Background: an optimization exercise with open tools, aiming at small area. Do not read the settings as production practice. Where RTL was checked, it was by simulation tests only, not by an equivalence proof against the original. Power and IR drop assume default switching activity.

==> inputs of pepper <==
==> flow/design.v <==
module ubx_navpvt_rx (
    input  wire         clk,
    input  wire         rst,         
    input  wire         in_valid,
    output wire         in_ready,
    input  wire [7:0]   in_byte,
    input  wire [31:0]  now,
    input  wire         cb_set,
    input  wire         cb_en,
    input  wire         msg_load,    
    input  wire         fix_load,    
    input  wire [31:0]  cnt_data,
    output reg          fix_event,
    output wire [703:0] rec,
    output reg          valid_fix,
    output reg  [31:0]  msg_count,
    output reg  [31:0]  fix_count,
    output wire [31:0]  fix_age
);
    reg  [6:0]   pos;
    reg  [7:0]   ck_a;
    reg  [7:0]   ck_b;
    reg          ck_a_ok;
    reg  [687:0] wrec;         
    reg  [687:0] crec;         
    reg          committed;    
    reg  [31:0]  last_fix_ts;
    reg          hook_en;
    assign in_ready = 1'b1;
    assign rec = {crec, 5'd0, {3{committed}}, 7'd0, committed};
    wire in_body  = (pos >= 7'd4) && (pos <= 7'd89);
    wire shift    = in_valid && in_body;
    wire do_ckb   = in_valid && (pos == 7'd91);
    wire do_commit = do_ckb && ck_a_ok && (ck_b == in_byte);
    wire [7:0] w_fixtype = wrec[8*22 +: 8];    
    wire w_is_fix = (w_fixtype != 8'd0) && (w_fixtype != 8'd5);
    wire do_fix   = do_commit && w_is_fix;
    wire [7:0] ck_a_next = ck_a + in_byte;
    always @(posedge clk) begin
        if (rst) begin
            pos <= 7'd0;
        end else if (in_valid) begin
            case (pos)
                7'd0: pos <= (in_byte == 8'hB5) ? 7'd1 : 7'd0;
                7'd1: pos <= (in_byte == 8'h62) ? 7'd2 : 7'd0;
                7'd2: pos <= (in_byte == 8'h01) ? 7'd3 : 7'd0;
                7'd3: pos <= (in_byte == 8'h07) ? 7'd4 : 7'd0;
                7'd91: pos <= 7'd0;
                default: pos <= pos + 7'd1;
            endcase
        end
    end
    always @(posedge clk) begin
        if (pos <= 7'd3) begin
            ck_a <= 8'h08;
            ck_b <= 8'h09;
        end else if (shift) begin
            ck_a <= ck_a_next;
            ck_b <= ck_b + ck_a_next;
        end
        if (in_valid && pos == 7'd90)
            ck_a_ok <= (ck_a == in_byte);
    end
    wire         w_s1 = shift;
    wire         w_s0 = ~shift;
    wire         c_s1 = do_commit & ~rst;
    wire         c_s0 = ~do_commit & ~rst;
    wire [687:0] wrec_d;
    wire [687:0] crec_d;
    genvar g;
    generate
        for (g = 0; g < 688; g = g + 1) begin : g_rec
            ubx_sel2 u_w (.s1(w_s1), .a(g < 680 ? wrec[g+8] : in_byte[g-680]),
                          .s0(w_s0), .b(wrec[g]), .y(wrec_d[g]));
            ubx_sel2 u_c (.s1(c_s1), .a(wrec[g]), .s0(c_s0), .b(crec[g]),
                          .y(crec_d[g]));
        end
    endgenerate
    always @(posedge clk) begin
        wrec <= wrec_d;
        crec <= crec_d;
    end
    always @(posedge clk) begin
        if (rst) begin
            committed   <= 1'b0;
            valid_fix   <= 1'b0;
            msg_count   <= 32'd0;
            fix_count   <= 32'd0;
            last_fix_ts <= 32'd0;
            hook_en     <= 1'b0;
            fix_event   <= 1'b0;
        end else begin
            fix_event <= do_fix && hook_en;
            if (do_ckb)
                valid_fix <= do_fix;
            if (do_commit) begin
                committed <= 1'b1;
                msg_count <= msg_count + 32'd1;
            end
            if (do_fix) begin
                last_fix_ts <= now;
                fix_count   <= fix_count + 32'd1;
            end
            if (cb_set)
                hook_en <= cb_en;
            if (msg_load)
                msg_count <= cnt_data;
            if (fix_load)
                fix_count <= cnt_data;
        end
    end
    assign fix_age = now - last_fix_ts;
endmodule
module ubx_sel2 (
    input  wire s1,
    input  wire a,
    input  wire s0,
    input  wire b,
    output wire y
);
    assign y = (s1 & a) | (s0 & b);
endmodule
==> flow/flow/run.sh <==
#!/bin/bash
# Layout flow: the standard ORFS layout, with the port buffers that
# placement inserts on every input and output made from the smallest buffer
# cell (sky130_fd_sc_hd__buf_1) instead of the default choice.
set -euo pipefail
export BUFFER_PORTS_ARGS="-buffer_cell sky130_fd_sc_hd__buf_1"
bash standard.sh finish > standard_flow.log 2>&1
==> flow/standard.sh <==
#!/bin/bash
# synth_recipe.tcl (not shown) runs the flow's synth.tcl, then flattens the netlist and writes it again
# the make line also repeats each setting of config.mk as NAME=value (left out here)
make -C /OpenROAD-flow-scripts/flow DESIGN_CONFIG=/design/flow/config.mk WORK_HOME=/design/flow/orfs CLKGATE_MAP_FILE= SYNTH_SCRIPT=/design/flow/synth_recipe.tcl "${@:-finish}"
==> flow/config.mk <==
export PLATFORM = sky130hd
export DESIGN_NAME = ubx_navpvt_rx
export DESIGN_NICKNAME = ubx_navpvt_rx
export VERILOG_FILES = /design/flow/design.v
export SDC_FILE = /design/flow/constraint.sdc
export NUM_CORES = 4
export LEC_CHECK = 0
export CAP_MARGIN = 20
export CORE_MARGIN = 2
export CORE_UTILIZATION = 30
export SLEW_MARGIN = 20
export SYNTH_HIERARCHICAL = 1
export SYNTH_MINIMUM_KEEP_SIZE = 0
==> flow/constraint.sdc <==
create_clock -name core_clock -period 8.0 [get_ports {clk}]
set_input_delay 1.6000 -clock core_clock [delete_from_list [all_inputs] [get_ports {clk}]]
set_output_delay 1.6000 -clock core_clock [all_outputs]
set_load 0.01 [all_outputs]
==> cedar (differences from pepper) <==
--- a/flow/design.v
+++ b/flow/design.v
@@ -28,13 +28,13 @@
     reg          hook_en;
     assign in_ready = 1'b1;
     assign rec = {crec, 5'd0, {3{committed}}, 7'd0, committed};
-    wire in_body  = (pos >= 7'd4) && (pos <= 7'd89);
-    wire shift    = in_valid && in_body;
-    wire do_ckb   = in_valid && (pos == 7'd91);
+    wire in_body   = (pos >= 7'd4) && (pos <= 7'd89);
+    wire shift     = in_valid && in_body;
+    wire do_ckb    = in_valid && (pos == 7'd91);
     wire do_commit = do_ckb && ck_a_ok && (ck_b == in_byte);
     wire [7:0] w_fixtype = wrec[8*22 +: 8];    
-    wire w_is_fix = (w_fixtype != 8'd0) && (w_fixtype != 8'd5);
-    wire do_fix   = do_commit && w_is_fix;
+    wire w_is_fix  = (w_fixtype != 8'd0) && (w_fixtype != 8'd5);
+    wire do_fix    = do_commit && w_is_fix;
     wire [7:0] ck_a_next = ck_a + in_byte;
     always @(posedge clk) begin
         if (rst) begin
@@ -61,12 +61,25 @@
         if (in_valid && pos == 7'd90)
             ck_a_ok <= (ck_a == in_byte);
     end
-    wire         w_s1 = shift;
-    wire         w_s0 = ~shift;
-    wire         c_s1 = do_commit & ~rst;
-    wire         c_s0 = ~do_commit & ~rst;
+    wire w_s1 = shift;                       
+    wire w_s0 = ~shift;                      
+    wire c_s1 = do_commit & ~rst;            
+    wire c_s0 = ~do_commit & ~rst;           
+    wire t_s1 = do_fix & ~rst;               
+    wire t_s0 = ~do_fix & ~rst;              
+    wire m_s1 = msg_load & ~rst;             
+    wire m_s0 = ~msg_load & ~rst;            
+    wire f_s1 = fix_load & ~rst;             
+    wire f_s0 = ~fix_load & ~rst;            
+    wire [32:0] m_all1;
+    wire [32:0] f_all1;
+    assign m_all1[0] = 1'b1;
+    assign f_all1[0] = 1'b1;
     wire [687:0] wrec_d;
     wire [687:0] crec_d;
+    wire [31:0]  ts_d;
+    wire [31:0]  mc_d;
+    wire [31:0]  fc_d;
     genvar g;
     generate
         for (g = 0; g < 688; g = g + 1) begin : g_rec
@@ -75,38 +88,40 @@
             ubx_sel2 u_c (.s1(c_s1), .a(wrec[g]), .s0(c_s0), .b(crec[g]),
                           .y(crec_d[g]));
         end
+        for (g = 0; g < 32; g = g + 1) begin : g_w32
+            assign m_all1[g+1] = m_all1[g] & msg_count[g];
+            assign f_all1[g+1] = f_all1[g] & fix_count[g];
+            ubx_sel2 u_t (.s1(t_s1), .a(now[g]), .s0(t_s0), .b(last_fix_ts[g]),
+                          .y(ts_d[g]));
+            ubx_sel2 u_m (.s1(m_s1), .a(cnt_data[g]), .s0(m_s0),
+                          .b(msg_count[g] ^ (do_commit & m_all1[g])),
+                          .y(mc_d[g]));
+            ubx_sel2 u_f (.s1(f_s1), .a(cnt_data[g]), .s0(f_s0),
+                          .b(fix_count[g] ^ (do_fix & f_all1[g])),
+                          .y(fc_d[g]));
+        end
     endgenerate
     always @(posedge clk) begin
-        wrec <= wrec_d;
-        crec <= crec_d;
+        wrec        <= wrec_d;
+        crec        <= crec_d;
+        last_fix_ts <= ts_d;
+        msg_count   <= mc_d;
+        fix_count   <= fc_d;
     end
     always @(posedge clk) begin
         if (rst) begin
             committed   <= 1'b0;
             valid_fix   <= 1'b0;
-            msg_count   <= 32'd0;
-            fix_count   <= 32'd0;
-            last_fix_ts <= 32'd0;
             hook_en     <= 1'b0;
             fix_event   <= 1'b0;
         end else begin
             fix_event <= do_fix && hook_en;
             if (do_ckb)
                 valid_fix <= do_fix;
-            if (do_commit) begin
+            if (do_commit)
                 committed <= 1'b1;
-                msg_count <= msg_count + 32'd1;
-            end
-            if (do_fix) begin
-                last_fix_ts <= now;
-                fix_count   <= fix_count + 32'd1;
-            end
             if (cb_set)
                 hook_en <= cb_en;
-            if (msg_load)
-                msg_count <= cnt_data;
-            if (fix_load)
-                fix_count <= cnt_data;
         end
     end
     assign fix_age = now - last_fix_ts;
==> flow/flow/run.sh (replaced) <==
#!/bin/bash
# Layout flow: the standard ORFS layout (standard.sh) with two changes:
#  - the port buffers that placement puts on every input and output are the
#    smallest buffer cell, sky130_fd_sc_hd__buf_1;
#  - clock tree synthesis uses clkbuf_8 cells, smaller sink clusters than the
#    default and no dummy loads.
set -euo pipefail
export BUFFER_PORTS_ARGS="-buffer_cell sky130_fd_sc_hd__buf_1"
export CTS_ARGS="-sink_clustering_enable -repair_clock_nets -dont_use_dummy_load -buf_list sky130_fd_sc_hd__clkbuf_8 -sink_clustering_size 16 -sink_clustering_max_diameter 60"
bash standard.sh finish > standard_flow.log 2>&1
Settings changed: CORE_UTILIZATION 30 to 70, PLACE_DENSITY set to 0.78.
==> comparison table <==
quantity	pepper	cedar
Status	no timing/DRC/antenna violations	no timing/DRC/antenna violations
Number of vias in the routed layout	36000	35300
Worst reg2reg endpoint	crec[451]	ck_b[4]
Gate count after technology mapping	3828	3610
Clk power	0.00775 W	0.00337 W
Global-route total usage across every layer	16.9%	35.8%
Die Area	163000 sq um	69400 sq um
Die Height	403 microns	263 microns
Critical path startpoint	now[0]	now[11]
Cell Area, Placed	54000 sq um	51800 sq um
Proportion of netlist area held by the largest area contributor	62.7%	63.7%
Share of synthesized cell area in full adder, half adder and majority cells	1.46%	1.48%
Met3 Resource Use GR	6.29%	10.1%
Function not checked in pepper: the RTL went through the layout flow alone.

re-timing with driven ports:
In the flow no input, the clock included, has a driving cell. The finished layouts below were timed again as built, in two steps.
Step 1, drivers: a clkbuf_16 drives clk and a buf_2 each remaining input, both assumed.
Step 2 also shifts input and output timing later by t, the mid clock arrival at the registers, as if the neighbouring blocks saw the same clock.
Slacks: ideal ports / drivers / drivers and shift; pairs: ideal ports / drivers.
run | shift t [ns] | setup WS [ns] | worst setup path at the end | latest minus earliest clock arrival (ns)
pepper | 0.856 | 1.490 / 1.464 / 1.464 | input to output | 0.054 / 0.054
cedar | 0.788 | 1.934 / 1.898 / 1.898 | input to output | 0.092 / 0.092
After both steps every run listed still meets setup and hold. For cedar, which loses most, drivers alone change the setup slack by -0.036 ns; drivers and shift together by -0.036 ns.
